What follows belongs to an exercise in optimizing a design on an open flow for small area; a production flow would make more cautious choices. Function was checked by simulation only, so behaviour that the tests miss may differ from the original. The flow treats the clock pin as an ideal source, which a real chip does not have. Power and IR drop assume default switching activity.

[design/flow/flow/run.sh]
#!/bin/bash
# Own layout flow: the standard flow (standard.sh) with two changes.
#  1. Synthesis is the standard flow's own script (synth_recipe.tcl, unchanged), except that
#     the abc call maps the logic with the area-oriented script flow/area.abc
#     instead of ORFS's speed script. Everything before and after abc (and so
#     every register, its name and cell) is the standard synthesis's.
#     The adders are left to abc too (ADDER_MAP_FILE empty).
#  2. Port buffers are made from sky130_fd_sc_hd__buf_1.
#  3. The clock tree is built with the options in flow/cts_args (no dummy loads).
# Each tool's output goes to a log file in this folder.
set -euo pipefail
HERE=$(pwd)
{
  cat <<'EOT'
proc abc {args} {
  set i [lsearch -exact $args -script]
  if {$i >= 0} {
    set args [lreplace $args [expr {$i + 1}] [expr {$i + 1}] $::env(OWN_ABC_SCRIPT)]
  }
  yosys abc {*}$args
}
EOT
  cat synth_recipe.tcl
} > own_synth.tcl
sed "s|SYNTH_SCRIPT=[^ ]*|SYNTH_SCRIPT=$HERE/own_synth.tcl|" standard.sh > own_standard.sh
grep -q "SYNTH_SCRIPT=$HERE/own_synth.tcl" own_standard.sh
export OWN_ABC_SCRIPT="$HERE/flow/area.abc"
# no adder cells from ADDER_MAP_FILE: abc maps the adders with the rest of the logic
export ADDER_MAP_FILE=
export BUFFER_PORTS_ARGS="-buffer_cell sky130_fd_sc_hd__buf_1"
# clock tree options (flow/cts_args), in place of ORFS's defaults
export CTS_ARGS="$(cat flow/cts_args)"
bash own_standard.sh > standard.log 2>&1
[design/flow/flow/area.abc]
strash
&get -n
&deepsyn -T 60
&put
strash
&get -n
&dch -f
&nf -a -R 20
&put
[design/flow/flow/cts_args]
-sink_clustering_enable -repair_clock_nets -buf_list sky130_fd_sc_hd__clkbuf_8 -dont_use_dummy_load
[design/flow/standard.sh]
#!/bin/bash
# synth_recipe.tcl (not shown) runs the flow's synth.tcl, then flattens the netlist and writes it again
# the make line also repeats each setting of config.mk as NAME=value (left out here)
make -C /OpenROAD-flow-scripts/flow DESIGN_CONFIG=/design/flow/config.mk WORK_HOME=/design/flow/orfs CLKGATE_MAP_FILE= SYNTH_SCRIPT=/design/flow/synth_recipe.tcl "${@:-finish}"
[design/flow/config.mk]
export PLATFORM = sky130hd
export DESIGN_NAME = ts100_i2cm
export DESIGN_NICKNAME = ts100_i2cm
export VERILOG_FILES = /design/flow/design.v
export SDC_FILE = /design/flow/constraint.sdc
export NUM_CORES = 4
export LEC_CHECK = 0
export CAP_MARGIN = 20
export CORE_MARGIN = 2
export CORE_UTILIZATION = 40
export CTS_BUF_LIST = sky130_fd_sc_hd__clkbuf_8
export SLEW_MARGIN = 20
[design/flow/constraint.sdc]
create_clock -name core_clock -period 10.0 [get_ports {clk}]
set_input_delay 2.0000 -clock core_clock [delete_from_list [all_inputs] [get_ports {clk}]]
set_output_delay 2.0000 -clock core_clock [all_outputs]
set_load 0.01 [all_outputs]
[design/flow/design.v]
module ts100_i2cm (
    input  wire        clk,
    input  wire        rst_n,
    input  wire        h_valid,
    input  wire        h_write,
    input  wire [2:0]  h_size,
    input  wire [4:0]  h_addr,
    input  wire [31:0] h_wdata,
    output reg  [31:0] h_rdata,
    output wire        h_err,
    input  wire        scl_i,
    input  wire        sda_i,
    output wire        scl_o,
    output wire        sda_o
);
    localparam [2:0] ST_OFF      = 3'd0,
                     ST_IDLE     = 3'd1,
                     ST_STARTING = 3'd2,
                     ST_STARTED  = 3'd3,
                     ST_ADDRESS  = 3'd4,
                     ST_READY    = 3'd5,
                     ST_TRANSMIT = 3'd6,
                     ST_STOPPING = 3'd7;
    reg [11:0] ccr;
    reg        fs;
    reg [5:0]  trise;
    reg [15:0] to;
    reg [2:0]  st;
    reg [1:0]  ph;
    reg [8:0]  sh;
    reg [15:0] wcnt;
    reg [11:0] div;
    reg        spend;
    reg        sda_drv;
    reg        nackf;
    reg        tof;
    reg        cmderr;
    reg [3:0]  errcode;
    wire st_off   = (st == ST_OFF);
    wire st_idle  = (st == ST_IDLE);
    wire st_sting = (st == ST_STARTING);
    wire st_sted  = (st == ST_STARTED);
    wire st_addr  = (st == ST_ADDRESS);
    wire st_ready = (st == ST_READY);
    wire st_tx    = (st == ST_TRANSMIT);
    wire st_stop  = (st == ST_STOPPING);
    wire st_frame = st_addr | st_tx;
    wire scl_drv = (st[2] & ~ph[1]) | st_sted;
    assign scl_o = scl_drv;
    assign sda_o = sda_drv;
    wire scl_line = ~scl_drv & scl_i;
    wire sda_line = ~sda_drv & sda_i;
    assign h_err = (h_size != 3'd4) | (h_addr[1:0] != 2'b00);
    wire wr = h_valid & h_write & ~h_err;
    wire [2:0] ra = h_addr[4:2];
    wire wr_ctrl    = wr & (ra == 3'd0);
    wire wr_timing  = wr & (ra == 3'd1);
    wire wr_timeout = wr & (ra == 3'd2);
    wire wr_cmd     = wr & (ra == 3'd3);
    wire wr_stat    = wr & (ra == 3'd4);
    wire sent = ph[0];
    wire [31:0] stat_val = {5'b0, st, 6'b0, sda_line, scl_line,
                            errcode, 1'b0, cmderr, tof, nackf,
                            spend, st_ready | st_tx, st_ready & sent, st_ready,
                            st_ready & ~sent, st[2] | st[1], st[2] | st_sted, st_sted};
    always @(*) begin
        case (ra)
            3'd0:    h_rdata = {31'd0, ~st_off};
            3'd1:    h_rdata = {10'd0, trise, fs, 3'd0, ccr};
            3'd2:    h_rdata = {16'd0, to};
            3'd4:    h_rdata = stat_val;
            default: h_rdata = 32'd0;
        endcase
    end
    wire [3:0] op  = h_wdata[3:0];
    wire [7:0] arg = h_wdata[15:8];
    wire op_nop   = (op == 4'd0);
    wire op_start = (op == 4'd1);
    wire op_addrw = (op == 4'd2);
    wire op_write = (op == 4'd3);
    wire op_stop  = (op == 4'd4);
    wire cmd_valid = (h_wdata[31:16] == 16'd0) && (h_wdata[7:4] == 4'd0) &&
                     (op_addrw ? ~arg[7] : (op_write | ((op_nop | op_start | op_stop) & (arg == 8'd0))));
    wire cmd_allowed = (op_start & (st_idle | (st_stop & ~spend))) |
                       (op_addrw & st_sted) |
                       (op_write & st_ready) |
                       (op_stop & (st_sted | st_ready));
    wire c_err1 = ~cmd_valid;
    wire c_err2 = cmd_valid & ~op_nop & st_off;
    wire c_err3 = cmd_valid & ~op_nop & ~st_off & ~cmd_allowed;
    wire c_go   = wr_cmd & cmd_valid & ~op_nop & ~st_off & cmd_allowed;
    wire ticking = st_sting | st_addr | st_tx | st_stop;
    wire tick    = ticking & ~wr & (div >= ccr);
    wire is_ack   = (sh[7:0] == 8'd0);           
    wire to_hit   = (wcnt >= to);
    wire wait_ph  = st_sting ? (ph == 2'd0) : (ph == 2'd2);
    wire wait_ok  = st_sting ? (scl_line & sda_line) : scl_line;
    wire waiting  = wait_ph & ~wait_ok;          
    wire t_to     = tick & waiting & to_hit;     
    wire t_nack   = tick & st_frame & (ph == 2'd3) & is_ack & ~sh[8];
    wire [3:0] wait_code = st_sting ? 4'd6 : st_addr ? 4'd7 : st_tx ? 4'd8 : 4'd9;
    wire       raise = (wr_cmd & (c_err1 | c_err2 | c_err3)) | t_to | t_nack;
    wire [3:0] raise_code = t_to ? wait_code :
                            t_nack ? (st_addr ? 4'd4 : 4'd5) :
                            c_err1 ? 4'd1 : c_err2 ? 4'd2 : 4'd3;
    always @(posedge clk) begin
        if (!ticking)
            div <= 12'd0;
        else if (!wr)
            div <= tick ? 12'd0 : div + 12'd1;
        if (!ticking)
            wcnt <= 16'd0;
        else if (tick)
            wcnt <= (waiting & ~to_hit) ? wcnt + 16'd1 : 16'd0;
        if (c_go & op_addrw)
            sh <= {h_wdata[14:8], 1'b0, 1'b1};
        else if (c_go & op_write)
            sh <= {h_wdata[15:8], 1'b1};
        else if (tick & st_frame) begin
            if (ph == 2'd3 & ~is_ack)
                sh <= {sh[7:0], 1'b0};
            else if (ph == 2'd2 & is_ack & scl_line)
                sh[8] <= ~sda_line;
        end
        if (c_go & ~st_stop)
            ph <= 2'd0;
        else if (tick & ~waiting) begin
            if (st_frame & (ph == 2'd3) & is_ack & sh[8])
                ph <= {1'b0, st_tx};
            else
                ph <= ph + 2'd1;
        end
    end
    always @(posedge clk) begin
        if (!rst_n) begin
            ccr     <= 12'd0;
            fs      <= 1'b0;
            trise   <= 6'd0;
            to      <= 16'hFFFF;
            st      <= ST_OFF;
            spend   <= 1'b0;
            sda_drv <= 1'b0;
            nackf   <= 1'b0;
            tof     <= 1'b0;
            cmderr  <= 1'b0;
            errcode <= 4'd0;
        end else begin
            if (wr_ctrl) begin
                if (st_off & h_wdata[0])
                    st <= ST_IDLE;
                if (~st_off & ~h_wdata[0]) begin
                    st      <= ST_OFF;
                    spend   <= 1'b0;
                    sda_drv <= 1'b0;
                end
            end
            if (wr_timing) begin
                ccr   <= h_wdata[11:0];
                fs    <= h_wdata[15];
                trise <= h_wdata[21:16];
            end
            if (wr_timeout)
                to <= h_wdata[15:0];
            if (wr_stat) begin
                if (h_wdata[8])  nackf  <= 1'b0;
                if (h_wdata[9])  tof    <= 1'b0;
                if (h_wdata[10]) cmderr <= 1'b0;
                if (~(nackf & ~h_wdata[8]) & ~(tof & ~h_wdata[9]) & ~(cmderr & ~h_wdata[10]))
                    errcode <= 4'd0;
            end
            if (c_go) begin
                if (op_start) begin
                    if (st_idle) st <= ST_STARTING;
                    else         spend <= 1'b1;
                end
                if (op_addrw) st <= ST_ADDRESS;
                if (op_write) st <= ST_TRANSMIT;
                if (op_stop)  st <= ST_STOPPING;
            end
            if (tick) begin
                if (st_sting) begin
                    if (ph == 2'd0) begin
                        if (wait_ok) sda_drv <= 1'b1;
                    end else
                        st <= ST_STARTED;
                end
                if (st_frame) begin
                    if (ph == 2'd0)
                        sda_drv <= ~is_ack & ~sh[8];
                    if (ph == 2'd3 & is_ack)
                        st <= sh[8] ? ST_READY : ST_STOPPING;
                end
                if (st_stop) begin
                    if (ph == 2'd0)
                        sda_drv <= 1'b1;
                    if (ph == 2'd3) begin
                        sda_drv <= 1'b0;
                        spend   <= 1'b0;
                        st      <= spend ? ST_STARTING : ST_IDLE;
                    end
                end
                if (t_to) begin
                    sda_drv <= 1'b0;
                    spend   <= 1'b0;
                    st      <= ST_IDLE;
                end
            end
            if (raise) begin
                if (~nackf & ~tof & ~cmderr)
                    errcode <= raise_code;
                if (t_nack)                    nackf  <= 1'b1;
                else if (t_to)                 tof    <= 1'b1;
                else                           cmderr <= 1'b1;
            end
        end
    end
endmodule
==> results of run 1 <==
==> per-stage QoR <==
step	std cells	power [mW]
6_report	697	0.575
5_1_grt	697	0.595
4_1_cts	697	0.579
3_5_place_dp	688	0.389
3_3_place_gp	688	0.389
2_1_floorplan	482	0.371
==> state kept, by name, indices dropped and copies added, names as in the netlist <==
signal and count:
div 12, wcnt 16, errcode 4, st 3, fs 1, ccr 12, tof 1, nackf 1
trise 6, ph 2, to 16, sh 9, spend 1, sda_drv 1, cmderr 1
==> worst paths after layout <==
kind / startpoint / endpoint
max: h_addr[2] / h_rdata[10]
min: errcode[0] / errcode[0]
max reg2reg: div[0] / wcnt[14]
min reg2reg: errcode[0] / errcode[0]
==> metal layers <==
metal	wire (um)	global-route usage [%]	vias to the layer above
met5	0	0	-
met4	461	11.4	0
met3	652	3.77	30
met2	5380	33.6	123
met1	5690	29.4	1861
li1	-	-	1948
==> layout make-up <==
class                      count  share of cell area, %
timing repair buffer          77                   6.43
tap                          136                   3.60
sequential                    86                   37.9
inverter                      43                   3.41
multi-input combinational    346                   46.0
clock buffer                   9                   2.62
==> cell families (layout without fill, tap and decap cells) <==
logic type	after synthesis	after routing	synth area share [%]
buffers and inverters	50	129	5.16
xor gates and xnor gates	10	10	2.11
other	1	7	0.0904
DFF	86	86	43.2
and+or+nand+nor	164	164	20.0
AOI/OAI and AO/OA	161	161	28.5
adders and majority gates	2	2	0.483
muxes	2	2	0.483
==> power by group <==
group          switching [mW]  leakage (nW)  internal (mW)  total (mW)
clock network           0.113        0.0647         0.0808       0.193
registers            0.000227         0.687          0.346       0.347
logic                  0.0241         0.749         0.0108      0.0349
==> cell usage in the layout, fill, tap and decap left out, drive strengths merged, types with 3 or more instances in the layout <==
cell     instances
a21boi           4
a21oi           20
a222oi          11
a22o            23
a22oi           12
a2bb2oi          5
a31oi            8
and2            14
and3             8
and4             3
buf             77
clkbuf           9
clkinv          43
conb             7
dfxtp           79
edfxtp           7
nand2           36
nand2b           8
nand3            8
nand3b           3
nor2            38
nor2b            5
nor3            21
nor3b            3
nor4             7
o2111ai          3
o211ai           4
o21a             7
o21ai           24
o22a            16
o22ai            7
o2bb2ai          4
or3              3
xnor2            9
==> notes.md, run 1 <==
- The run finished with no timing, DRC or antenna violations.
- Compared with the post-synthesis result, the final layout area differs by 13.9%.
- The first routing iteration left 219 violations.
- In this run, CTS created clock tree buffers numbering 9.
- The synthesized netlist occupies a cell area of 4150 um2.
- Registers take ~1800 um2.
- Counting cells, the worst reg-to-reg path comes to 18.
- The critical path runs through a total of 6 cells.
- The final number of hold-violating endpoints is 0.
- After clock tree synthesis, the clock-pin slew on the worst setup and hold paths is approximately 60 ps.
- The most instantiated flip-flop cell in the synthesis netlist is sky130_fd_sc_hd__dfxtp_1.
- The transition time at the pin with the least slew margin is 1140 ps.
- The worst hold path belongs to the class reg2reg.
- TritonCTS built the clock tree.
- The least setup slack across all paths after layout is 4570 ps.
- The maximum number of buffers from clock root to sink is 2.
- The worst path in the final design needs a cycle of 5430 ps, including I/O delays and setup.
- For this run, design rule violations remaining after detail routing come to 0.
- After routing the design area is about 4700 um2.
- The root buffer cell chosen for the clock tree is sky130_fd_sc_hd__clkbuf_8.
- The area of combinational cells with multiple inputs is 2180 um2.
- The maximum frequency from static timing analysis is 184 MHz.
- The portion of synthesized cell area occupied by the leading cell type is a little under two fifths.
- Power spread over the standard cell area amounts to 122 nW/um2.
- The cell area after placement is 4600 um2.
- The fraction of registers with async set or reset after synthesis is 0%.
- The sequential-to-total area share from yosys stat is 43.2%.
- STA classifies the critical path startpoint as a primary input.
- The clock reaches the later pin of the worst-skew pair after 350 ps.
- The most frequently used cell type in the post-synthesis netlist is sky130_fd_sc_hd__dfxtp_1.
- The final net count is 609.
- The routability congestion estimate from global placement is 0.904.
- Each instance of the synthesized netlist takes up on average between 8 and 9 um2.
- Data arrives at the worst endpoint at 3430 ps.
- STA classifies the critical path endpoint as an output pin.
- Counting both buffers and inverters, the worst setup path holds a total of 3.
- The residual antenna-violating net count after detailed routing is 0.
- The number of buffers inserted to repair setup after CTS is 0.
- The total leakage power is roughly 1.5 nW.
- The type of the worst setup path is in2out.
- VDD sags by at most around 0.000062 V.
- The row count is 37.
- CTS built an H-tree with a depth of 3.
- For this run, the slowest stage of the critical path takes between 500 and 600 ps.
- The number of global-route vias before repair is 3,691.
- The slowest stage of the critical path belongs to the cell sky130_fd_sc_hd__a222oi_1.
- Pin placement for this block handled between 80 and 90 I/O pins.
- The number of antenna violations at the first check in global routing is 0.
- The cell taking the most area after synthesis is sky130_fd_sc_hd__dfxtp_1.
- Entering global routing, the biggest net connects 21 pins.
- The most frequent cell on the critical path is sky130_fd_sc_hd__buf_1.
- Detailed routing inserted a total of 3,962 vias.
- Dividing the final minimum period by the clock period gives 54.3%.
- The clock net sink count is 86.
- The final-report max-slew violation count is 0.
- Setup repair after global routing left no endpoint under its margin.
- Sorting the synthesized cells by how often they occur yields 79 x sky130_fd_sc_hd__dfxtp_1, 43 x sky130_fd_sc_hd__clkinv_1, 38 x sky130_fd_sc_hd__nor2_1, 36 x sky130_fd_sc_hd__nand2_1, 24 x sky130_fd_sc_hd__o21ai_0.
- In the routed layout, each cell is associated on average with a via count of about 5.7.
- The total overflow left after global routing is 0.
- The placeable core area is 10,200 um2.
- Along the worst hold path, the cell count comes to 1.
- Final hold analysis gives a worst-case slack of between 400 and 500 ps.
- The number of failing setup endpoints in the final timing report is 0.
- For this run, the number of Yosys warnings is 1.
- The first global-routing pass estimated 19.1 mm of wire.
- The maximum clock skew at final layout is 22.9 ps.
- The length of the first detailed-routing pass in iterations is 5.
- At the worst endpoint, the required time is 8000 ps.
- The vertical die dimension is approximately 110 um.
- The pre-CTS setup slack is 4580 ps.
- The largest fanout on the critical path is 8.
- Yosys mapped the design onto 52 distinct sky130hd cell types.
- The worst slew margin relative to its limit is 23.6%.
- The initial utilization of the core area, before any placement, comes to ~41%.
- After routing, the total negative slack on setup checks comes to 0 ps.
- Dividing the detail-routed wire length by the instance count gives roughly 17 um.
- The share of final-layout standard cells stronger than drive strength 1 is about 2.7%.
- The number of gates resized after CTS was 0.
- The final routed wirelength across all metal layers is 12.2 mm.
- After technology mapping, the gate count stands at around 480.
- Across every metal layer, demand over resource in global routing totals 21.9%.
- The utilization after layout is 46.4%.
- For this design, the CTS-stage hold fixing added 0 buffers.
- Max-cap violations in this run came to 0.
- The synthesized design contains 86 register bits.
- 0 antenna diodes ended up in the layout.
- The reg-to-reg setup timing slack is 5770 ps.
- The signal on the critical path passes through buf_1 -> nor2_1 -> and2_0 -> a222oi_1 -> clkinv_1 -> buf_1.
- The number of buffers added on ports is 73.
- The synthesized design contains 7 enable-type register cells.
- The HPWL after detailed placement is between 9 and 10 mm.
- The die area is about 11,000 um2.
- The width of the die is 106 um.
- After filler insertion, the fill cell instance count of the layout stands at 1,042.
- The cell class contributing the biggest share of worst-path delay is compound AO/OA/AOI/OAI gates.
- By area the synthesized netlist is led by sky130_fd_sc_hd__dfxtp_1 38%, sky130_fd_sc_hd__edfxtp_1 5.1%, sky130_fd_sc_hd__a22o_1 4.9%.
==> run 2, diff against run 1 <==
--- a/design/flow/design.v
+++ b/design/flow/design.v
@@ -23,6 +23,8 @@
                      ST_STOPPING = 3'd7;
-    reg [11:0] ccr;
+    reg [11:0] ccr_n;            
+    wire [11:0] ccr = ~ccr_n;
     reg        fs;
     reg [5:0]  trise;
-    reg [15:0] to;
+    reg [15:0] to_n;             
+    wire [15:0] to = ~to_n;
     reg [2:0]  st;
@@ -93,3 +95,3 @@
     wire tick    = ticking & ~wr & (div >= ccr);
-    wire is_ack   = (sh[7:0] == 8'd0);           
+    wire is_ack   = (sh[8:1] == 8'd0);           
     wire to_hit   = (wcnt >= to);
@@ -99,5 +101,4 @@
     wire t_to     = tick & waiting & to_hit;     
-    wire t_nack   = tick & st_frame & (ph == 2'd3) & is_ack & ~sh[8];
+    wire t_nack   = tick & st_frame & (ph == 2'd3) & is_ack & ~sh[0];
     wire [3:0] wait_code = st_sting ? 4'd6 : st_addr ? 4'd7 : st_tx ? 4'd8 : 4'd9;
-    wire       raise = (wr_cmd & (c_err1 | c_err2 | c_err3)) | t_to | t_nack;
     wire [3:0] raise_code = t_to ? wait_code :
@@ -119,6 +120,6 @@
         else if (tick & st_frame) begin
-            if (ph == 2'd3 & ~is_ack)
+            if (ph == 2'd0)
                 sh <= {sh[7:0], 1'b0};
             else if (ph == 2'd2 & is_ack & scl_line)
-                sh[8] <= ~sda_line;
+                sh[0] <= ~sda_line;
         end
@@ -127,3 +128,3 @@
         else if (tick & ~waiting) begin
-            if (st_frame & (ph == 2'd3) & is_ack & sh[8])
+            if (st_frame & (ph == 2'd3) & is_ack & sh[0])
                 ph <= {1'b0, st_tx};
@@ -133,27 +134,67 @@
     end
+    reg [2:0] st_d;
+    always @(*) begin
+        st_d = st;
+        if (wr_ctrl) begin
+            if (st_off & h_wdata[0])
+                st_d = ST_IDLE;
+            if (~st_off & ~h_wdata[0])
+                st_d = ST_OFF;
+        end
+        if (c_go) begin
+            if (op_start & st_idle) st_d = ST_STARTING;
+            if (op_addrw)           st_d = ST_ADDRESS;
+            if (op_write)           st_d = ST_TRANSMIT;
+            if (op_stop)            st_d = ST_STOPPING;
+        end
+        if (tick) begin
+            if (st_sting & ph[0])                     
+                st_d = ST_STARTED;
+            if (st_frame & (ph == 2'd3) & is_ack)
+                st_d = sh[0] ? ST_READY : ST_STOPPING;
+            if (st_stop & (ph == 2'd3))
+                st_d = spend ? ST_STARTING : ST_IDLE;
+            if (t_to)
+                st_d = ST_IDLE;
+        end
+        if (!rst_n)
+            st_d = ST_OFF;
+    end
+    wire spend_d = (spend | (c_go & op_start & st_stop)) & (st_d == ST_STOPPING);
+    reg sda_c;
+    always @(*) begin
+        sda_c = sda_drv;
+        if (tick) begin
+            if (st_sting & ~ph[0] & wait_ok)
+                sda_c = 1'b1;
+            if (st_frame & (ph == 2'd0))
+                sda_c = ~sh[8];
+            if (st_stop & (ph == 2'd0))
+                sda_c = 1'b1;
+            if (st_stop & (ph == 2'd3))
+                sda_c = 1'b0;
+        end
+    end
+    wire sda_d = (st_d[2] | st_d[1]) & sda_c;
+    wire nackf_d  = rst_n & ((nackf  & ~(wr_stat & h_wdata[8]))  | t_nack);
+    wire tof_d    = rst_n & ((tof    & ~(wr_stat & h_wdata[9]))  | t_to);
+    wire cmderr_d = rst_n & ((cmderr & ~(wr_stat & h_wdata[10])) | (wr_cmd & (c_err1 | c_err2 | c_err3)));
+    wire [3:0] errcode_d = (nackf_d | tof_d | cmderr_d) ?
+                           ((nackf | tof | cmderr) ? errcode : raise_code) : 4'd0;
     always @(posedge clk) begin
+        st      <= st_d;
+        spend   <= spend_d;
+        sda_drv <= sda_d;
+        nackf   <= nackf_d;
+        tof     <= tof_d;
+        cmderr  <= cmderr_d;
+        errcode <= errcode_d;
         if (!rst_n) begin
-            ccr     <= 12'd0;
-            fs      <= 1'b0;
-            trise   <= 6'd0;
-            to      <= 16'hFFFF;
-            st      <= ST_OFF;
-            spend   <= 1'b0;
-            sda_drv <= 1'b0;
-            nackf   <= 1'b0;
-            tof     <= 1'b0;
-            cmderr  <= 1'b0;
-            errcode <= 4'd0;
+            ccr_n <= 12'hFFF;
+            fs    <= 1'b0;
+            trise <= 6'd0;
+            to_n  <= 16'h0000;
         end else begin
-            if (wr_ctrl) begin
-                if (st_off & h_wdata[0])
-                    st <= ST_IDLE;
-                if (~st_off & ~h_wdata[0]) begin
-                    st      <= ST_OFF;
-                    spend   <= 1'b0;
-                    sda_drv <= 1'b0;
-                end
-            end
             if (wr_timing) begin
-                ccr   <= h_wdata[11:0];
+                ccr_n <= ~h_wdata[11:0];
                 fs    <= h_wdata[15];
@@ -162,54 +203,3 @@
             if (wr_timeout)
-                to <= h_wdata[15:0];
-            if (wr_stat) begin
-                if (h_wdata[8])  nackf  <= 1'b0;
-                if (h_wdata[9])  tof    <= 1'b0;
-                if (h_wdata[10]) cmderr <= 1'b0;
-                if (~(nackf & ~h_wdata[8]) & ~(tof & ~h_wdata[9]) & ~(cmderr & ~h_wdata[10]))
-                    errcode <= 4'd0;
-            end
-            if (c_go) begin
-                if (op_start) begin
-                    if (st_idle) st <= ST_STARTING;
-                    else         spend <= 1'b1;
-                end
-                if (op_addrw) st <= ST_ADDRESS;
-                if (op_write) st <= ST_TRANSMIT;
-                if (op_stop)  st <= ST_STOPPING;
-            end
-            if (tick) begin
-                if (st_sting) begin
-                    if (ph == 2'd0) begin
-                        if (wait_ok) sda_drv <= 1'b1;
-                    end else
-                        st <= ST_STARTED;
-                end
-                if (st_frame) begin
-                    if (ph == 2'd0)
-                        sda_drv <= ~is_ack & ~sh[8];
-                    if (ph == 2'd3 & is_ack)
-                        st <= sh[8] ? ST_READY : ST_STOPPING;
-                end
-                if (st_stop) begin
-                    if (ph == 2'd0)
-                        sda_drv <= 1'b1;
-                    if (ph == 2'd3) begin
-                        sda_drv <= 1'b0;
-                        spend   <= 1'b0;
-                        st      <= spend ? ST_STARTING : ST_IDLE;
-                    end
-                end
-                if (t_to) begin
-                    sda_drv <= 1'b0;
-                    spend   <= 1'b0;
-                    st      <= ST_IDLE;
-                end
-            end
-            if (raise) begin
-                if (~nackf & ~tof & ~cmderr)
-                    errcode <= raise_code;
-                if (t_nack)                    nackf  <= 1'b1;
-                else if (t_to)                 tof    <= 1'b1;
-                else                           cmderr <= 1'b1;
-            end
+                to_n <= ~h_wdata[15:0];
         end
==> design/flow/flow/cts_args (replaced) <==
-sink_clustering_enable -repair_clock_nets -root_buf sky130_fd_sc_hd__clkbuf_8 -buf_list sky130_fd_sc_hd__clkbuf_4 -dont_use_dummy_load
==> notes.md, run 2 <==
- In the detailed route, the total length drawn on met2 is slightly above 5 mm.
- The final-report max-slew violation count is 0.
- In this run the post-CTS setup repair buffer count came out at 0.
- The most frequently used cell type in the post-synthesis netlist is sky130_fd_sc_hd__dfxtp_1.
- The total via count after detailed routing is about 4,000.
- 0 antenna diodes ended up in the layout.
- Setup violations remaining at the end of the flow were counted as 0.
- The total leakage power is between 1.5 and 2 nW.
- The cell taking the most area after synthesis is sky130_fd_sc_hd__dfxtp_1.
- For this run the aggregate overflow at the end of global routing stands at 0.
- Compared with the post-synthesis result, the final layout area differs by 13.5%.
- The top cell types in the final layout, fill and taps aside, are 79 x sky130_fd_sc_hd__dfxtp_1, 73 x sky130_fd_sc_hd__buf_1, 65 x sky130_fd_sc_hd__nand2_1.
- The post-layout instance count excluding filler cells is 702.
- The total negative slack is 0 ps.
- The count of flip-flops with a built-in enable after synthesis is 7.
- The number of global-route vias before repair is 3,661.
- In this run, post-CTS repair resized a total of 0 instances.
- The count of boundary I/O pins is 81.
- In the global route stage, overall resource usage came out at 21.7%.
- The die is ~100 um wide.
- The number of register bits inferred by synthesis is 86.
- Routability-driven placement finished with a final weighted congestion of 0.902.
- The initialized floorplan defines 36 standard-cell rows.
- On the final layout, the worst clock skew is 27.8 ps.
- By count the netlist is led by 79 x sky130_fd_sc_hd__dfxtp_1, 65 x sky130_fd_sc_hd__nand2_1, 52 x sky130_fd_sc_hd__nor2_1, 39 x sky130_fd_sc_hd__o21ai_0, 36 x sky130_fd_sc_hd__a21oi_1.
- The synthesized area per cell is around 8.3 um2.
- The power per cell area is 125 nW/um2.
- The flow ran to the end and the layout has no timing, DRC or antenna violations.
- Once the floorplan was initialized, standard cells occupied about two fifths of the core.
- The sequential-to-total area share from yosys stat is 44.6%.
- At the pin with the least slew margin, the transition time is 967 ps.
- The maximum number of buffers from clock root to sink is 2.
- After synthesis, the cell types taking the most area are sky130_fd_sc_hd__dfxtp_1 39%, sky130_fd_sc_hd__nand2_1 6.1%, sky130_fd_sc_hd__edfxtp_1 5.2%.
- The most instantiated flip-flop cell in the synthesis netlist is sky130_fd_sc_hd__dfxtp_1.
- In this run the remaining antenna-violating nets after routing total 0.
- The type of the worst setup path is in2out.
- The layout filler cell count is 1,018.
- The die area is 10,900 um2.
- Buffers inserted during clock tree synthesis total 9.
- Synthesis produced 487 cells.
- The number of warning messages in the yosys log is 1.
- The wire length on met1 is ~5.6 mm.
- Leaving out fill and tap cells, the most frequent cell in the layout is sky130_fd_sc_hd__dfxtp_1.
- IR analysis of the VDD net gives a maximum drop of between 0.00006 and 0.00007 V.
- The number of distinct library cells after synthesis is 47.
- The required arrival time at the worst endpoint is 8000 ps.
- The clock reaches the later pin of the worst-skew pair after 360 ps.
- The number of hold buffers added after CTS was 0.
- STA classifies the critical path endpoint as an output pin.
- The worst setup path is launched from a primary input.
- The length of the first detailed-routing pass in iterations is 5.
- The largest registers in the layout are to_n: 16 flops, wcnt: 16 flops.
- The residual DRC count is 0.
- The DRC marker count from the first detailed-route iteration is 281.
- The combined area of all synthesized cells is around 4000 um2.
- Max-cap violations in this run came to 0.
- The largest fanout on the critical path is 17.
- The final net count is 617.
- Detailed placement ended at an HPWL of between 8 and 9 mm.
- The post-layout minimum cycle time is 5350 ps.
- The final routed wirelength across all metal layers is 11.5 mm.
- The worst path uses a little over half of the clock period.
- The fraction of registers with async set or reset after synthesis is 0%.
- The final number of hold-violating endpoints is 0.
- Cells with a size suffix above 1 make up ~1.8% of the layout.
- The library cell used as clock root buffer is sky130_fd_sc_hd__clkbuf_8.
- TritonCTS built the clock tree.
- The maximum frequency from static timing analysis is approximately 190 MHz.
- Setup repair after global routing left no endpoint under its margin.
- The worst slew margin relative to its limit is 35.1%.
- The arrival time of data at the critical path endpoint is 3350 ps.
- After detailed routing, no signal wire sits above met4.
- The portion of synthesized cell area occupied by the leading cell type is between 30% and 40%.
- Using the TritonRoute via totals, the vias-per-cell ratio works out to 5.64.
- The per-cell routed wire length is 16.4 um.
- Detailed routing placed a total of 645 um of wire on met3.
- After clock tree synthesis, the clock-pin slew on the worst setup and hold paths is 80 ps.
- The clock tree synthesis step divided the H-tree into 3 levels.
- The floorplan step set the die height to around 100 um.
- The number of antenna violations at the first check in global routing came to 0.
- The min-delay analysis places its worst path in the category reg2reg.
- The cell count after placement is 693.
- The clock net sink count is between 80 and 90.
- The core region is roughly 9800 um2.
- The global-route wire length before repair is approximately 19 mm.
- Buffers placed on the I/O ports in this run total 73.
- Entering global routing, the biggest net connects 21 pins.
-- run 2: cell types whose count changed after synthesis, moves of 13 or more --
cell / before / now
sky130_fd_sc_hd__a22o_1: 23 / 10
sky130_fd_sc_hd__o21ai_0: 24 / 39
sky130_fd_sc_hd__clkinv_1: 43 / 15
sky130_fd_sc_hd__a21oi_1: 20 / 36
sky130_fd_sc_hd__nor2_1: 38 / 52
sky130_fd_sc_hd__nand2_1: 36 / 65
-- run 2: metal layers --
layer  up-vias  track usage [%]
met4         0             5.79
met3        16             4.51
met1      1833             30.7
met2       147             33.6
met5         -                0
li1       1961                -
-- run 2: worst max-delay path, cell delays in order --
cell,delay (ps)
sky130_fd_sc_hd__buf_1,160
sky130_fd_sc_hd__nor2b_1,190
sky130_fd_sc_hd__nand2b_1,390
sky130_fd_sc_hd__o22a_1,350
sky130_fd_sc_hd__o21ai_0,80
sky130_fd_sc_hd__buf_1,180
-- run 2: through the flow --
stage	power (mW)	cell area (um2)	hold WS [ps]	setup slack [ps]	util, %
3_3_place_gp	0.388	4440	452	4630	45.4
2_1_floorplan	0.371	4040	424	4970	-
3_5_place_dp	0.389	4440	451	4640	45.4
5_1_grt	0.593	4560	499	4410	46.7
6_report	0.572	4560	475	4650	46.7
4_1_cts	0.574	4560	472	4640	46.7
-- run 2: report_power, final --
part / internal, mW / total, mW / switching (mW)
clock network: 0.0807 / 0.191 / 0.111
registers: 0.347 / 0.348 / 0.000840
logic: 0.0102 / 0.0331 / 0.0228
-- run 2: kinds of logic after synthesis --
logic type      share of synthesized area, %
flops                                   44.6
simple gates                            25.3
other cells                           0.0933
compound gates                          25.6
buf+inv                                 2.71
xor+xnor                                1.74
-- run 2: worst paths after layout --
kind,cells past startpoint,from,slack (ps),to
max,6,h_addr[4],4650,h_rdata[3]
min,1,trise[5],480,trise[5]
max reg2reg,17,ccr_n[1],6020,wcnt[14]
min reg2reg,1,trise[5],480,trise[5]
-- run 2: layout make-up --
type                            count  area, um2  share of cell area [%]
Clock buffer                        9        124                    2.71
Inverter                           15       56.3                    1.23
Multi-Input combinational cell    385       2140                    47.0
Sequential cell                    86       1790                    39.3
Tap cell                          133        166                    3.65
Timing Repair Buffer               74        282                    6.17
==> run 3, diff against run 2 <==
==> design/flow/flow/cts_args (replaced) <==
-sink_clustering_enable -repair_clock_nets -buf_list {sky130_fd_sc_hd__clkbuf_2 sky130_fd_sc_hd__clkbuf_4 sky130_fd_sc_hd__clkbuf_8} -dont_use_dummy_load
==> notes.md, run 3 <==
- The tightest min-delay check is of the reg2reg type.
- The global-route wire length before repair is 19.0 mm.
- The die is 104 um wide.
- The worst path needs between 5000 and 6000 ps of the cycle, external delays included.
- The final net count is 617.
- The worst slew margin relative to its limit is 35.1%.
- Timing would allow up to 187 MHz.
- The largest single stage delay on the critical path is roughly 390 ps.
- The antenna cell count is 0.
- Compared with the post-synthesis result, the final layout area differs by 13.5%.
- The most used flip-flop cell after synthesis is sky130_fd_sc_hd__dfxtp_1.
- The TritonCTS clock tree is done.
- For the worst-skew pair, the clock arrives at the later sink with an insertion delay of 360 ps.
- The run finished with no timing, DRC or antenna violations.
- The residual antenna-violating net count after detailed routing is 0.
- The arrival time of data at the critical path endpoint is 3350 ps.
- The final number of hold-violating endpoints was 0.
- The number of CTS-inserted buffers is 9.
- Entering global routing, the biggest net connects 21 pins.
- The detailed router placed 3,957 vias in this run.
- The total number of H-tree levels is 3.
- The number of warning messages in the yosys log is 1.
- After detailed routing, the average wire length per cell comes to 16.4 um.
- The post-synthesis cell count is 487.
- The number of failing setup endpoints in the final timing report is 0.
- In the post-synthesis netlist, the biggest area contributors are sky130_fd_sc_hd__dfxtp_1 39%, sky130_fd_sc_hd__nand2_1 6.1%, sky130_fd_sc_hd__edfxtp_1 5.2%.
- The largest individual stage delay along the critical path comes from the cell sky130_fd_sc_hd__nand2b_1.
- The count of boundary I/O pins is 81.
- The final worst-path cycle share is 53.5%.
- The total power consumption of the routed design is 0.572 mW.
- The final-report max-slew violation count is 0.
- Of all flip-flops after synthesis, the portion carrying an async set or reset was 0%.
- The number of distinct library cells after synthesis is 47.
- The total negative slack is 0 ps.
- The commonest cells after synthesis are 79 x sky130_fd_sc_hd__dfxtp_1, 65 x sky130_fd_sc_hd__nand2_1, 52 x sky130_fd_sc_hd__nor2_1, 39 x sky130_fd_sc_hd__o21ai_0, 36 x sky130_fd_sc_hd__a21oi_1.
- The worst setup path is of the in2out kind.
- The post-cts gate resize count is 0.
- The number of antenna violations at the first check in global routing was 0.
- The most frequently used cell type in the post-synthesis netlist is sky130_fd_sc_hd__dfxtp_1.
- The longest clock path from root to sink contains 2 buffers.
- The most common library cell in the layout ignoring fill and taps is sky130_fd_sc_hd__dfxtp_1.
- In this run the cell area measured after placement is 4440 um2.
- The mean number of vias per cell is 5.64.
- Across all hold checks on the routed design, the worst slack comes to roughly 480 ps.
- Each instance of the synthesized netlist takes up on average 8.26 um2.
- At the pin with the least slew margin, the transition time is a little under 1000 ps.
- The required arrival time at the worst endpoint is about 8000 ps.
- For this run the aggregate overflow at the end of global routing stands at 0.
- The initial cell density of the core is 41.1%.
- The signal on the critical path passes through buf_1 -> nor2b_1 -> nand2b_1 -> o22a_1 -> o21ai_0 -> buf_1.
- The residual DRC count is 0.
- After detailed routing, the total wire length is 11.5 mm.
- The hold buffer count at CTS is 0.
- The wire-length estimate of the detail-placed layout is between 8 and 9 mm.
- The total routing usage reported by global routing is 21.7%.
- The count of buffers added on input and output ports is 73.
- The library cells used most frequently in the layout, excluding fill and tap cells, are 79 x sky130_fd_sc_hd__dfxtp_1, 73 x sky130_fd_sc_hd__buf_1, 65 x sky130_fd_sc_hd__nand2_1.
- With fillers left out, the area of the finished cells amounts to 4560 um2.
- For this design the static power due to leakage is 1.57 nW.
- The count of flip-flops with a built-in enable after synthesis is 7.
- The placeable core area is 9770 um2.
- Setup repair after global routing left no endpoint under its margin.
- By instance count, the cell type seen most on the critical path is sky130_fd_sc_hd__buf_1.
- The worst setup path is launched from a primary input.
- The DRC marker count from the first detailed-route iteration is 281.
- The endpoint kind of the worst setup timing path is an output pin.
- The vertical die dimension is 104 um.
- The clock net sink count is 86.
- The cell sitting at the root of the clock tree is a sky130_fd_sc_hd__clkbuf_8.
- For this run, the detailed router's first-pass iteration total came to 5.
- The share of final-layout standard cells stronger than drive strength 1 is 1.76%.
- The floorplan has 36 rows.
- VDD sags by at most ~0.000066 V.
- Of all nets on the critical path, the largest fanout is 17.
- For the final database, setup skew stands at about 28 ps.
- Clock-pin slew was measured on the worst setup and hold paths at 80 ps.
- The routability congestion estimate from global placement is 0.902.
- The floorplan step defined a die boundary enclosing 10,900 um2.
- Of all cell types, the one taking the most synthesized area is sky130_fd_sc_hd__dfxtp_1.
- Post-CTS timing repair inserted 0 buffers for setup.
- For this run, the register share of the synthesized area comes to 44.6%.
- The tool flagged a number of max-cap violations equal to 0.
- The largest registers in the layout are to_n: 16 flops, wcnt: 16 flops.
- The mapped netlist covers 4020 um2.
- In this run the biggest area consumer among cell types represents 39.3% of the synthesized area.
- The number of global-route vias before repair is ~3,700.
- For this design the ratio of total power to cell area is roughly 130 nW/um2.
- Counting flops and latches in the post-synthesis netlist gives 86.
run 3: cell counts after synthesis:
Identical to the previous run, type by type.
run 3: routing by layer:
| layer | vias up | wire, um | global-route usage [%] |
|---|---|---|---|
| li1 | 1961 | - | - |
| met1 | 1833 | 5570 | 30.7 |
| met2 | 147 | 5150 | 33.6 |
| met3 | 16 | 645 | 4.51 |
| met4 | 0 | 165 | 5.79 |
| met5 | - | 0 | 0 |
run 3: path summary, 6_finish.rpt:
check                                from         end  depth (start not counted)  slack [ps]
worst max-delay path            h_addr[4]  h_rdata[3]                          6        4650
worst min-delay path             trise[5]    trise[5]                          1         480
worst max register to register   ccr_n[1]    wcnt[14]                         17        6020
worst min register to register   trise[5]    trise[5]                          1         480
run 3: area by class of cell:
type / instances / area, um2
fill: 1018 / 5210
clock buffer: 9 / 124
timing repair buffer: 74 / 282
inverter: 15 / 56.3
multi-input combinational: 385 / 2140
tap: 133 / 166
sequential: 86 / 1790
run 3: report_power, final:
| part | total (mW) | internal (mW) | switching [mW] |
|---|---|---|---|
| Combinational | 0.0331 | 0.0102 | 0.0228 |
| Sequential | 0.348 | 0.347 | 0.000840 |
| Clock | 0.191 | 0.0807 | 0.111 |
run 3: logic make-up after synthesis:
family	share of synthesized area [%]
AND/OR/NAND/NOR	25.3
flip-flops	44.6
buffers and inverters	2.71
other	0.0933
XOR/XNOR	1.74
AO/OA/AOI/OAI	25.6
run 3: worst max-delay path, delay by kind of cell:
family / cells / cell delay (ps)
simple gates: 2 / 580
buf+inv: 2 / 340
compound gates: 2 / 430
run 3: metrics by stage:
step	utilization (%)	setup WS (ps)	std cells
final	46.7	4650	702
after CTS	46.7	4640	702
after global placement	45.4	4630	693
after detailed placement	45.4	4640	693
after floorplan	-	4970	493
after global routing	46.7	4410	702
==> run 4, diff against run 3 <==
==> design/flow/flow/run.sh (replaced) <==
#!/bin/bash
# Own layout flow: the standard flow (standard.sh) with these changes.
#  1. Synthesis is the standard flow's own script (synth_recipe.tcl, unchanged), except
#     that the abc call maps the logic for area: it runs abc once with each
#     script in flow/abc/ on the same input and keeps the smallest result.
#     Everything before and after abc, and so every register with its name
#     and cell, is the standard synthesis's. The adders are left to abc
#     too (ADDER_MAP_FILE empty) instead of being mapped to adder cells.
#  2. Port buffers are made from sky130_fd_sc_hd__buf_1.
#  3. The clock tree is built with the options in flow/cts_args (no dummy
#     loads).
# Each tool's output goes to a log file in this folder.
set -euo pipefail
HERE=$(pwd)
{
  cat <<'EOT'
proc abc {args} {
  set i [lsearch -exact $args -script]
  set l [lsearch -exact $args -liberty]
  set lib [lindex $args [expr {$l + 1}]]
  yosys design -save own_pre_abc
  set best_area -1
  set best -1
  set n 0
  foreach script [lsort [glob $::env(OWN_ABC_DIR)/*.abc]] {
    yosys design -load own_pre_abc
    yosys abc {*}[lreplace $args [expr {$i + 1}] [expr {$i + 1}] $script]
    set rep [tee -q -s result.string stat -liberty $lib]
    if {![regexp {Chip area for module[^:]*:\s*([0-9.]+)} $rep -> area]} {
      error "own abc: no area for $script"
    }
    puts "own abc: [file tail $script] area $area"
    yosys design -save own_cand_$n
    if {$best < 0 || $area < $best_area} {
      set best_area $area
      set best $n
    }
    incr n
  }
  puts "own abc: keeping candidate $best, area $best_area"
  yosys design -load own_cand_$best
}
EOT
  cat synth_recipe.tcl
} > own_synth.tcl
sed "s|SYNTH_SCRIPT=[^ ]*|SYNTH_SCRIPT=$HERE/own_synth.tcl|" standard.sh > own_standard.sh
grep -q "SYNTH_SCRIPT=$HERE/own_synth.tcl" own_standard.sh
export OWN_ABC_DIR="$HERE/flow/abc"
# no adder cells from ADDER_MAP_FILE: abc maps the adders with the rest of the logic
export ADDER_MAP_FILE=
export BUFFER_PORTS_ARGS="-buffer_cell sky130_fd_sc_hd__buf_1"
# clock tree options (flow/cts_args), in place of ORFS's defaults
export CTS_ARGS="$(cat flow/cts_args)"
bash own_standard.sh > standard.log 2>&1
==> design/flow/flow/abc/ds1a.abc (new file) <==
strash
&get -n
&deepsyn -T 45 -S 1
&put
strash
&get -n
&dch -f
&nf -a -R 20
&put
==> design/flow/flow/abc/ds1b.abc (new file) <==
strash
&get -n
&deepsyn -T 45 -S 1
&dch -f
&nf -a -p -R 1000
&put
==> design/flow/flow/abc/ds2a.abc (new file) <==
strash
&get -n
&deepsyn -T 45 -S 2
&put
strash
&get -n
&dch -f
&nf -a -R 20
&put
==> design/flow/flow/abc/ds2b.abc (new file) <==
strash
&get -n
&deepsyn -T 45 -S 2
&dch -f
&nf -a -p -R 1000
&put
==> design/flow/flow/abc/ds3a.abc (new file) <==
strash
&get -n
&deepsyn -T 45 -S 3
&put
strash
&get -n
&dch -f
&nf -a -R 20
&put
==> design/flow/flow/abc/ds3b.abc (new file) <==
strash
&get -n
&deepsyn -T 45 -S 3
&dch -f
&nf -a -p -R 1000
&put
==> design/flow/flow/cts_args (replaced) <==
-sink_clustering_enable -repair_clock_nets -buf_list sky130_fd_sc_hd__clkbuf_8 -dont_use_dummy_load
removed: design/flow/flow/area.abc
==> notes.md, run 4 <==
- The tool flagged a number of max-cap violations equal to 0.
- The most frequent cell on the critical path is sky130_fd_sc_hd__buf_1.
- Hold repair after CTS inserted 0 buffers.
- Power spread over the standard cell area amounts to roughly 130 nW/um2.
- Entering global routing, the biggest net connects 21 pins.
- Summed over all cells, the static leakage comes to 1.41 nW.
- The maximum frequency from static timing analysis is 182 MHz.
- The total power consumption of the routed design is 0.569 mW.
- The per-cell routed wire length is roughly 17 um.
- The number of failing setup endpoints in the final timing report is 0.
- At the end of routability-driven placement, the weighted congestion stood at 0.913.
- For this run, global-route usage on met1 was measured as 29.2%.
- Sorting the synthesized cells by area gives the leading types as sky130_fd_sc_hd__dfxtp_1 40%, sky130_fd_sc_hd__nand2_1 5.7%, sky130_fd_sc_hd__a21oi_1 5.6%.
- The die is 103 um wide.
- The clock passes through at most 2 buffers.
- The cell taking the most area after synthesis is sky130_fd_sc_hd__dfxtp_1.
- The internal portion of the total power is 0.436 mW.
- The endpoint kind of the worst setup timing path is an output pin.
- In this run, placement finished with an instance count of ~680.
- The flow ran to the end and the layout has no timing, DRC or antenna violations.
- The number of global-route vias before repair was 3,728.
- The total negative slack is 0 ps.
- Setup repair after global routing left no endpoint under its margin.
- The portion of synthesized cell area occupied by the leading cell type is 40.1%.
- Headroom to the max-slew limit came out at 33.1%.
- The number of warning messages in the yosys log is 1.
- After the first detailed-routing iteration, the DRC count stood at 230.
- The number of buffers inserted to repair setup after CTS is 0.
- The final routed wirelength across all metal layers is 11.8 mm.
- At the end of the flow, the number of nets in the layout was roughly 600.
- Subtracting the final worst setup slack from the clock period gives 5480 ps.
- The post-cts gate resize count is 0.
- The met3 usage in global routing is 4.44%.
- The top cell types in the final layout, fill and taps aside, are 79 x sky130_fd_sc_hd__dfxtp_1, 73 x sky130_fd_sc_hd__buf_1, 60 x sky130_fd_sc_hd__nand2_1.
- A synthesized cell averages roughly 8.4 um2.
- The worst hold path belongs to the class reg2reg.
- The layout filler cell count is 1,020.
- The final-report max-slew violation count is 0.
- The largest registers in the layout are to_n: 16 flops, wcnt: 16 flops.
- The sequential-to-total area share from yosys stat is about 45%.
- Dividing the final minimum period by the clock period gives 54.8%.
- The clock tree synthesis step divided the H-tree into 3 levels.
- In the synthesized netlist the async set-or-reset flop fraction comes to 0%.
- The die area is 10,700 um2.
- 0 antenna diodes ended up in the layout.
- The number of register bits inferred by synthesis is 86.
- The residual DRC count is 0.
- The share of final-layout standard cells stronger than drive strength 1 is 1.63%.
- Sequential cells burn 60.9% of the power.
- The TritonCTS clock tree is done.
- The combinational cell fraction of total power is 5.6%.
- The switching power share of the total is about a quarter.
- The share of total power dissipated in the clock network is between 30% and 40%.
- The synthesized netlist occupies a cell area of just under 4000 um2.
- The core region is just under 10,000 um2.
- The library cell used as clock root buffer is sky130_fd_sc_hd__clkbuf_8.
- Yosys instantiated no cell more often than sky130_fd_sc_hd__dfxtp_1.
- The row count is 36.
- The most common library cell in the layout ignoring fill and taps is sky130_fd_sc_hd__dfxtp_1.
- The largest fanout on the critical path is 8.
- The global-route wire length before repair is between 15 and 20 mm.
- Global routing consumed, on the met2 layer, 38.7% of the routing resources.
- The area added between synthesis and finish is 13.5%.
- Traced cell by cell, the critical path runs through buf_1 -> nor3b_1 -> a22oi_1 -> o21ai_0 -> buf_1.
- STA classifies the critical path startpoint as a primary input.
- The arrival time of data at the critical path endpoint is 3480 ps.
- The layer flagged by global routing as most heavily used is met2.
- The final number of hold-violating endpoints was 0.
- The delay contributed by the slowest stage of the critical path is 720 ps.
- The clock net sink count is 86.
- The type of the worst setup path is in2out.
- Measured along the y axis, the die boundary spans slightly above 100 um.
- The post-layout instance count excluding filler cells is 686.
- The sequential cell area is roughly 1800 um2.
- The length of the first detailed-routing pass in iterations is 5.
- In the final layout, the multi-input gates occupy 2110 um2.
- The initial utilization of the core area, before any placement, comes to 40.7%.
- By count the netlist is led by 79 x sky130_fd_sc_hd__dfxtp_1, 60 x sky130_fd_sc_hd__nand2_1, 50 x sky130_fd_sc_hd__nor2_1, 44 x sky130_fd_sc_hd__a21oi_1, 41 x sky130_fd_sc_hd__o21ai_0.
- The maximum VDD drop is ~0.00006 V.
- Summed over all layers, the global routing overflow is 0.
- The number of distinct library cells after synthesis is 45.
- Summed over all nets, the half-perimeter wirelength after detailed placement is 8.76 mm.
- The later pin in the worst-skew pair is clocked with a latency of 350 ps.
- The cell count after synthesis came out at 472.
- Clock-pin slew was measured on the worst setup and hold paths at 70 ps.
- Global routing used between 20% and 30% of the available tracks.
- The analysis attributes to net switching a power of 0.132 mW.
- The count of flip-flops with a built-in enable after synthesis is 7.
- Clock tree synthesis inserted a total of 9 buffers.
- The transition time at the pin with the least slew margin is 996 ps.
- The mean number of vias per cell is 5.76.
- The count of nets left with antenna violations once routing finished came out at 0.
- The number of antenna violations at the first check in global routing is 1.
- The number of buffers added on ports is 73.
- Among all stages on the critical path, the largest delay is contributed by sky130_fd_sc_hd__nor3b_1.
- Clock skew on the completed layout was measured at slightly below 20 ps.
- STA puts the critical path data required time at 8000 ps.
- 81 I/O pins were placed.
- The total via count after detailed routing is approximately 3,900.
- In the synthesized netlist the dominant register cell turns out to be sky130_fd_sc_hd__dfxtp_1.
[run 4: area by class of cell]
cell class                 instances  share of cell area [%]
clock buffer                       9                    2.76
inverter                           5                   0.419
multi-input combinational        380                    47.0
sequential                        86                    40.0
tap                              133                    3.71
timing repair buffer              73                    6.12
[run 4: worst max-delay path, delay by kind of cell]
kind,cells,cell delay (ps)
compound gates,2,410
buf+inv,2,350
simple gates,1,720
[run 4: path summary, 6_finish.rpt]
| kind | from | end | slack [ps] | cells after the start |
|---|---|---|---|---|
| max reg2reg | div[1] | wcnt[14] | 5660 | 18 |
| max | h_addr[2] | h_rdata[15] | 4520 | 5 |
| min reg2reg | trise[2] | trise[2] | 470 | 1 |
| min | trise[2] | trise[2] | 470 | 1 |
[run 4: power groups by stage]
stage	logic [mW]	registers [mW]	clock network, mW
finish	0.0317	0.346	0.191
CTS	0.0315	0.346	0.196
global route	0.0349	0.346	0.207
global placement	0.0309	0.354	0
detailed placement	0.0314	0.354	0
floorplan	0.0144	0.354	0
[run 4: logic make-up after synthesis]
group | synth area share (%)
simple gates | 24.4
flops | 45.4
compound gates | 26.7
buf+inv | 1.81
other cells | 0.0950
xor+xnor | 1.55
[run 4: through the flow]
stage,utilization (%),cell area [um2],hold slack [ps],setup slack (ps)
final,46.3,4480,471,4520
after global routing,46.3,4480,488,4340
after CTS,46.3,4480,472,4470
after detailed placement,45.0,4360,448,4430
after global placement,45.0,4360,450,4570
after floorplan,-,3970,426,4950
[run 4: per-layer routing]
layer / vias up / wire length [um]
met2: 119 / 5680
met4: 0 / 272
li1: 1920 / -
met1: 1883 / 5250
met3: 26 / 596
met5: - / 0
==> run 5, diff against run 4 <==
--- a/design/flow/design.v
+++ b/design/flow/design.v
@@ -106,2 +106,11 @@
                             c_err1 ? 4'd1 : c_err2 ? 4'd2 : 4'd3;
+    wire sh_lda  = c_go & op_addrw;                          
+    wire sh_ldw  = c_go & op_write;                          
+    wire sh_shf  = tick & st_frame & (ph == 2'd0);           
+    wire sh_ack  = tick & st_frame & (ph == 2'd2) & is_ack & scl_line;
+    wire sh_hold = ~(sh_lda | sh_ldw | sh_shf);
+    wire [8:0] sh_d = ({9{sh_lda}}  & {h_wdata[14:8], 1'b0, 1'b1}) |
+                      ({9{sh_ldw}}  & {h_wdata[15:8], 1'b1}) |
+                      ({9{sh_shf}}  & {sh[7:0], 1'b0}) |
+                      ({9{sh_hold}} & {sh[8:1], sh_ack ? ~sda_line : sh[0]});
     always @(posedge clk) begin
@@ -115,12 +124,3 @@
             wcnt <= (waiting & ~to_hit) ? wcnt + 16'd1 : 16'd0;
-        if (c_go & op_addrw)
-            sh <= {h_wdata[14:8], 1'b0, 1'b1};
-        else if (c_go & op_write)
-            sh <= {h_wdata[15:8], 1'b1};
-        else if (tick & st_frame) begin
-            if (ph == 2'd0)
-                sh <= {sh[7:0], 1'b0};
-            else if (ph == 2'd2 & is_ack & scl_line)
-                sh[0] <= ~sda_line;
-        end
+        sh <= sh_d;
         if (c_go & ~st_stop)
--- a/design/flow/flow/run.sh
+++ b/design/flow/flow/run.sh
@@ -9,4 +9,5 @@
 #  2. Port buffers are made from sky130_fd_sc_hd__buf_1.
-#  3. The clock tree is built with the options in flow/cts_args (no dummy
-#     loads).
+#  3. The clock tree is built with the options in flow/cts_args (small
+#     buffers, no dummy loads); flow/post_cts.tcl then upsizes the leaf
+#     buffers whose flip-flop clock pins would see a slow slew.
 # Each tool's output goes to a log file in this folder.
@@ -53,2 +54,4 @@
 export CTS_ARGS="$(cat flow/cts_args)"
+# after CTS: upsize the clock tree's leaf buffers that give a slow clock slew
+export POST_CTS_TCL="$HERE/flow/post_cts.tcl"
 bash own_standard.sh > standard.log 2>&1
==> design/flow/flow/cts_args (replaced) <==
-sink_clustering_enable -repair_clock_nets -buf_list sky130_fd_sc_hd__clkbuf_4 -dont_use_dummy_load
==> design/flow/flow/post_cts.tcl (new file) <==
# Own flow, after CTS: the clock tree is built from sky130_fd_sc_hd__clkbuf_4
# (flow/cts_args). A leaf buffer (all its loads are flip-flop clock pins) whose
# worst clock-pin slew, with placement parasitics, is above own_slew_limit
# becomes a sky130_fd_sc_hd__clkbuf_8; the placement is legalized again, and
# this repeats until no leaf is above the limit.
set own_slew_limit 0.118
proc own_upsize_leaves {} {
  global own_slew_limit
  estimate_parasitics -placement
  set resized 0
  foreach net [get_nets clknet_*] {
    set drv [get_pins -of_objects $net -filter "direction==output"]
    if {[llength $drv] != 1} { continue }
    set cell [get_cells -of_objects $drv]
    if {[get_property $cell ref_name] ne "sky130_fd_sc_hd__clkbuf_4"} { continue }
    set pins [get_pins -of_objects $net -filter "direction==input"]
    set clk_pins {}
    foreach pin $pins {
      if {[get_property $pin lib_pin_name] eq "CLK"} { lappend clk_pins $pin }
    }
    if {[llength $clk_pins] == 0 || [llength $clk_pins] != [llength $pins]} { continue }
    set worst 0
    foreach pin $clk_pins {
      foreach e {rise fall} {
        set s [get_property $pin slew_max_$e]
        if {$s > $worst} { set worst $s }
      }
    }
    if {$worst > $own_slew_limit} {
      puts "own post-cts: [get_full_name $cell] drives [get_full_name $net], slew $worst: clkbuf_8"
      replace_cell $cell sky130_fd_sc_hd__clkbuf_8
      incr resized
    }
  }
  if {$resized > 0} {
    detailed_placement
    check_placement -verbose
  }
  return $resized
}
for {set own_pass 0} {$own_pass < 5} {incr own_pass} {
  if {[own_upsize_leaves] == 0} { break }
}
estimate_parasitics -placement
==> notes.md, run 5 <==
- The flow did not finish.
- The sequential-to-total area share from yosys stat is 44.3%.
- The combined area of all synthesized cells is approximately 4000 um2.
- The number of distinct library cells after synthesis is 40.
- For this run, asynchronously set or reset flops after synthesis account for 0%.
- The initial cell density of the core is a little over two fifths.
- The count of boundary I/O pins is 81.
- Counting flops with a built-in enable in the synthesized netlist gives 0.
- The first error in the log reads "Error: cts.tcl, 90 can't read ”own_slew_limit”: no such variable".
- The vertical die dimension is 103 um.
- Yosys instantiated no cell more often than sky130_fd_sc_hd__dfxtp_1.
- The clock net sink count is 86.
- Synthesis handed over a netlist of roughly 470 instances.
- The row count is 35.
- The commonest cells after synthesis are 86 x sky130_fd_sc_hd__dfxtp_1, 61 x sky130_fd_sc_hd__nand2_1, 46 x sky130_fd_sc_hd__nor2_1, 41 x sky130_fd_sc_hd__o21ai_0, 36 x sky130_fd_sc_hd__a21oi_1.
- The cell area after placement is 4310 um2.
- The portion of synthesized cell area occupied by the leading cell type is 44.3%.
- The number of register bits inferred by synthesis is between 80 and 90.
- Ranked by total cell area, the synthesized netlist is headed by sky130_fd_sc_hd__dfxtp_1 44%, sky130_fd_sc_hd__nand2_1 5.9%, sky130_fd_sc_hd__o21ai_0 5.3%.
- Summed over all instances, the cell type with the most area after synthesis is sky130_fd_sc_hd__dfxtp_1.
- The most instantiated flip-flop cell in the synthesis netlist is sky130_fd_sc_hd__dfxtp_1.
- The last stage reached is clock tree synthesis (4_1_cts).
- The synthesized area per cell is 8.31 um2.
- During placement, the flow inserted port buffers numbering 73.
- Measured along the x axis, the die boundary spans 103 um.
- The congestion estimate from routability-driven global placement came to 0.859.
- The placed wire-length estimate after detailed placement is 8.62 mm.
- The number of warning messages in the yosys log is 1.
## run 5: kinds of logic after synthesis
| logic type | share of synthesized area, % |
|---|---|
| and+or+nand+nor | 25.9 |
| AOI/OAI and AO/OA | 26.4 |
| other | 0.0964 |
| xor gates and xnor gates | 1.58 |
| DFF | 44.3 |
| buffers and inverters | 1.83 |
## run 5: worst max path at each step
stage,startpoint,to,slack (ps),depth (start not counted)
2_1_floorplan,h_addr[1],wcnt[15],4960,16
3_3_place_gp,h_addr[2],h_rdata[1],4500,5
3_5_place_dp,h_addr[1],wcnt[15],4370,17
## run 5: stage by stage
stage / setup WS (ps) / instances / utilization, % / hold slack [ps] / power (mW)
after floorplan: 4960 / 474 / - / 426 / 0.364
after global placement: 4500 / 670 / 46.2 / 442 / 0.380
after detailed placement: 4370 / 670 / 46.2 / 452 / 0.381
## run 5: power by group through the flow
stage | combinational [mW] | sequential [mW] | clock [mW]
global placement | 0.0299 | 0.350 | 0
floorplan | 0.0136 | 0.350 | 0
detailed placement | 0.0302 | 0.350 | 0
==> run 6, diff against run 5 <==
--- a/design/flow/flow/post_cts.tcl
+++ b/design/flow/flow/post_cts.tcl
@@ -2,8 +2,6 @@
 # (flow/cts_args). A leaf buffer (all its loads are flip-flop clock pins) whose
-# worst clock-pin slew, with placement parasitics, is above own_slew_limit
+# worst clock-pin slew, with placement parasitics, is above 118 ps
 # becomes a sky130_fd_sc_hd__clkbuf_8; the placement is legalized again, and
 # this repeats until no leaf is above the limit.
-set own_slew_limit 0.118
-proc own_upsize_leaves {} {
-  global own_slew_limit
+proc own_upsize_leaves {own_slew_limit} {
   estimate_parasitics -placement
@@ -41,3 +39,3 @@
 for {set own_pass 0} {$own_pass < 5} {incr own_pass} {
-  if {[own_upsize_leaves] == 0} { break }
+  if {[own_upsize_leaves 0.118] == 0} { break }
 }
==> notes.md, run 6 <==
- The worst path uses between 50% and 60% of the clock period.
- The global-route wire length before repair is between 15 and 20 mm.
- Power comes to ~0.54 mW.
- During I/O placement, the number of pins put on the boundary was 81.
- The maximum clock skew at final layout is 32.2 ps.
- STA puts the critical path data required time at 8000 ps.
- The maximum VDD drop is 0.0000533 V.
- The TritonCTS clock tree is done.
- The final net count is 598.
- The most instantiated flip-flop cell in the synthesis netlist is sky130_fd_sc_hd__dfxtp_1.
- The clock network latency to the later pin of the worst-skew pair is 440 ps.
- Summing the sequential cell areas from Yosys gives 44.3% of the chip area.
- The number of warning messages in the yosys log is 1.
- The die is around 100 um wide.
- The clock net sink count is 86.
- The cell area that synthesis handed to floorplanning was 3890 um2.
- The critical path launch point type is a primary input.
- The final-report max-slew violation count is 0.
- The number of global-route vias before repair came to 3,594.
- The pre-CTS setup slack is 4370 ps.
- The number of buffers and inverters on the critical path is 2.
- In this run the tightest slew margin relative to its limit is about a third.
- Across all layers, the routed design uses roughly 4,000 vias.
- From bottom edge to top edge, the die measures 103 um.
- Setup repair after global routing left no endpoint under its margin.
- After synthesis, the largest family of logic cells by area is compound AO/OA/AOI/OAI gates.
- The total negative slack is 0 ps.
- The placeable core area is 9330 um2.
- In the global route stage, overall resource usage came out at 22.6%.
- The class of the worst hold path is reg2reg.
- In the final layout, the registers with the most flip-flops are to_n: 16 flops, wcnt: 16 flops.
- For this block, the initial DRC count from the detailed router was 222.
- The delay contributed by the slowest stage of the critical path is 720 ps.
- The xor/xnor share of the synthesized area is 1.58%.
- The fraction of registers with async set or reset after synthesis is 0%.
- Derived from the worst setup path, the maximum achievable clock frequency is 182 MHz.
- The least setup slack across all paths after layout is 4520 ps.
- The post-layout minimum cycle time is 5480 ps.
- The detail route stage leaves a number of antenna-violating nets equal to 0.
- By area the synthesized netlist is led by sky130_fd_sc_hd__dfxtp_1 44%, sky130_fd_sc_hd__nand2_1 5.9%, sky130_fd_sc_hd__o21ai_0 5.3%.
- The transition time at the pin with the least slew margin is ~1000 ps.
- The cell taking the most area after synthesis is sky130_fd_sc_hd__dfxtp_1.
- The final number of hold-violating endpoints is 0.
- Synthesis produced 468 cells.
- Among the stages of the critical path, the cell type that occurs most often is sky130_fd_sc_hd__buf_1.
- The number of different library cells used by synthesis comes to 40.
- The residual DRC count is 0.
- The synthesized area per cell is 8.31 um2.
- The share of final-layout standard cells stronger than drive strength 1 is around 2%.
- The die area is 10,500 um2.
- The area added between synthesis and finish is 13.1%.
- By count the netlist is led by 86 x sky130_fd_sc_hd__dfxtp_1, 61 x sky130_fd_sc_hd__nand2_1, 46 x sky130_fd_sc_hd__nor2_1, 41 x sky130_fd_sc_hd__o21ai_0, 36 x sky130_fd_sc_hd__a21oi_1.
- The synthesized-area fraction occupied by ao, oa, aoi and oai cells is approximately a quarter.
- The run finished with no timing, DRC or antenna violations.
- By startpoint and endpoint, the worst setup path is classified as in2out.
- For this run, the share of the core covered by cells in the final layout is 47.2%.
- Global routing finished with a remaining overflow of 0.
- The post-synthesis mux area share is 0%.
- The final routed wirelength across all metal layers is 11.6 mm.
- The count of flip-flops with a built-in enable after synthesis is 0.
- The worst setup path is captured at an output pin.
- Traced cell by cell, the critical path runs through buf_1 -> nor3b_1 -> a221oi_1 -> o21ai_0 -> buf_1.
- The largest fanout on the critical path is 8.
- Setup violations remaining at the end of the flow were counted as 0.
- The initial cell density of the core is around two fifths.
- The number of buffers added on ports is 73.
- In this run the power density over the cells is 123 nW/um2.
- The number of antenna violations at the first check in global routing was 0.
- After Yosys synthesis, full adders, half adders and majority gates account for 0% of the synthesized area.
- The top cell types in the final layout, fill and taps aside, are 86 x sky130_fd_sc_hd__dfxtp_1, 73 x sky130_fd_sc_hd__buf_1, 61 x sky130_fd_sc_hd__nand2_1.
- The tool flagged a number of max-cap violations equal to 0.
- The per-cell routed wire length is 17.0 um.
- The portion of synthesized cell area occupied by the leading cell type is between 40% and 50%.
- The routability congestion estimate from global placement is 0.859.
- The cell family contributing the most delay on the critical path is simple AND/OR/NAND/NOR gates.
- The antenna cell count is 0.
- The total leakage power is about 1.5 nW.
- Leaving out fill and tap cells, the most frequent cell in the layout is sky130_fd_sc_hd__dfxtp_1.
- The slowest stage of the critical path is the sky130_fd_sc_hd__nor3b_1 cell.
- For the worst setup path, the data arrival time is 3480 ps.
- The most frequently used cell type in the post-synthesis netlist is sky130_fd_sc_hd__dfxtp_1.
- The placed wire-length estimate after detailed placement is 8.62 mm.
- In the routed layout, each cell is associated on average with a via count of 5.75.
- The post-synthesis share of cell area spent on and, or, nand and nor gates is between 20 and 30%.
- The pre-antenna-repair detailed-routing pass consisted of 5 iterations.
- After clock tree synthesis, the clock-pin slew on the worst setup and hold paths is roughly 100 ps.
- Entering global routing, the biggest net connects 21 pins.
- The row count is 35.
- The number of register bits inferred by synthesis is 86.
- After filler insertion, the fill cell instance count of the layout stands at about 950.
==> run 6: cell type report <==
| class | instances | area [um2] | area share, % |
|---|---|---|---|
| multi-input combinational | 376 | 2120 | 48.3 |
| sequential | 86 | 1720 | 39.1 |
| timing repair buffer | 74 | 282 | 6.40 |
| tap | 129 | 161 | 3.67 |
| clock buffer | 9 | 92.6 | 2.10 |
| inverter | 5 | 18.8 | 0.426 |
==> run 6: cells by family after synthesis <==
kind of cell | after synthesis
AO/OA/AOI/OAI | 155
XOR/XNOR | 7
buffers and inverters | 12
flip-flops | 86
other | 1
AND/OR/NAND/NOR | 207
==> run 6: path summary, 6_finish.rpt <==
| kind | slack [ps] | from | cells past startpoint | to |
|---|---|---|---|---|
| max | 4520 | h_addr[2] | 5 | h_rdata[1] |
| min | 460 | sh[7] | 2 | sh[7] |
| max reg2reg | 5820 | st[2] | 14 | wcnt[14] |
| min reg2reg | 460 | sh[7] | 2 | sh[7] |
==> run 6: metrics by stage <==
stage / cell area (um2) / hold slack, ps / cells
final: 4400 / 463 / 679
after global routing: 4400 / 481 / 679
after detailed placement: 4310 / 452 / 670
after global placement: 4310 / 442 / 670
after floorplan: 3910 / 426 / 474
==> run 6: where the power goes <==
group	switching, mW	internal, mW
registers	0.000124	0.342
clock network	0.110	0.0589
logic	0.0216	0.00890
total	0.132	0.410
==> run 6: worst register-to-register path: stages (launching register included) <==
cell	delay, ps
sky130_fd_sc_hd__dfxtp_1	720
sky130_fd_sc_hd__nor2_1	140
sky130_fd_sc_hd__o21ai_0	410
sky130_fd_sc_hd__o211ai_1	150
sky130_fd_sc_hd__a21oi_1	390
sky130_fd_sc_hd__and2_0	300
sky130_fd_sc_hd__and3_1	270
sky130_fd_sc_hd__and3_1	240
sky130_fd_sc_hd__and3_1	250
sky130_fd_sc_hd__and3_1	210
sky130_fd_sc_hd__and2_0	240
sky130_fd_sc_hd__and3_1	220
sky130_fd_sc_hd__and2_0	250
sky130_fd_sc_hd__and3_1	210
sky130_fd_sc_hd__nor3_1	50
==> run 6: per-layer routing <==
layer  up-vias  GRT usage, %  routed length [um]
met3        17          3.73                 784
met2       161          35.2                5200
met1      1810          31.6                5370
li1       1917             -                   -
met5         -             0                   0
met4         0          8.41                 220

==> static timing again, ports no longer ideal <==
No port has a modelled driver above. Below, the same layouts with a new extraction and two added sets of constraints. Step 1: set_driving_cell puts a clkbuf_16 on clk and a buf_2 on each other input, an assumption about the parent block. Step 2, shift: input delay + t, output delay - t, t = (earliest + latest rising clock arrival at the registers) / 2. This alone moves slack from input paths to output paths. Slacks: ideal / step 1 / step 2; pairs: ideal / step 1.
run | shift t [ns] | slack for setup (ns) | worst slew at a driven data input, ns
run 1 | 0.374 | 4.565 / 4.521 / 4.521 | 0.05
run 2 | 0.383 | 4.646 / 4.620 / 4.620 | 0.04
run 3 | 0.383 | 4.646 / 4.620 / 4.620 | 0.04
run 4 | 0.375 | 4.519 / 4.498 / 4.418 | 0.03
run 6 | 0.457 | 4.517 / 4.494 / 4.384 | 0.03
After both steps every run listed still meets setup and hold. For run 6, which loses most, drivers alone change the setup slack by -0.023 ns; drivers and shift together by -0.133 ns.
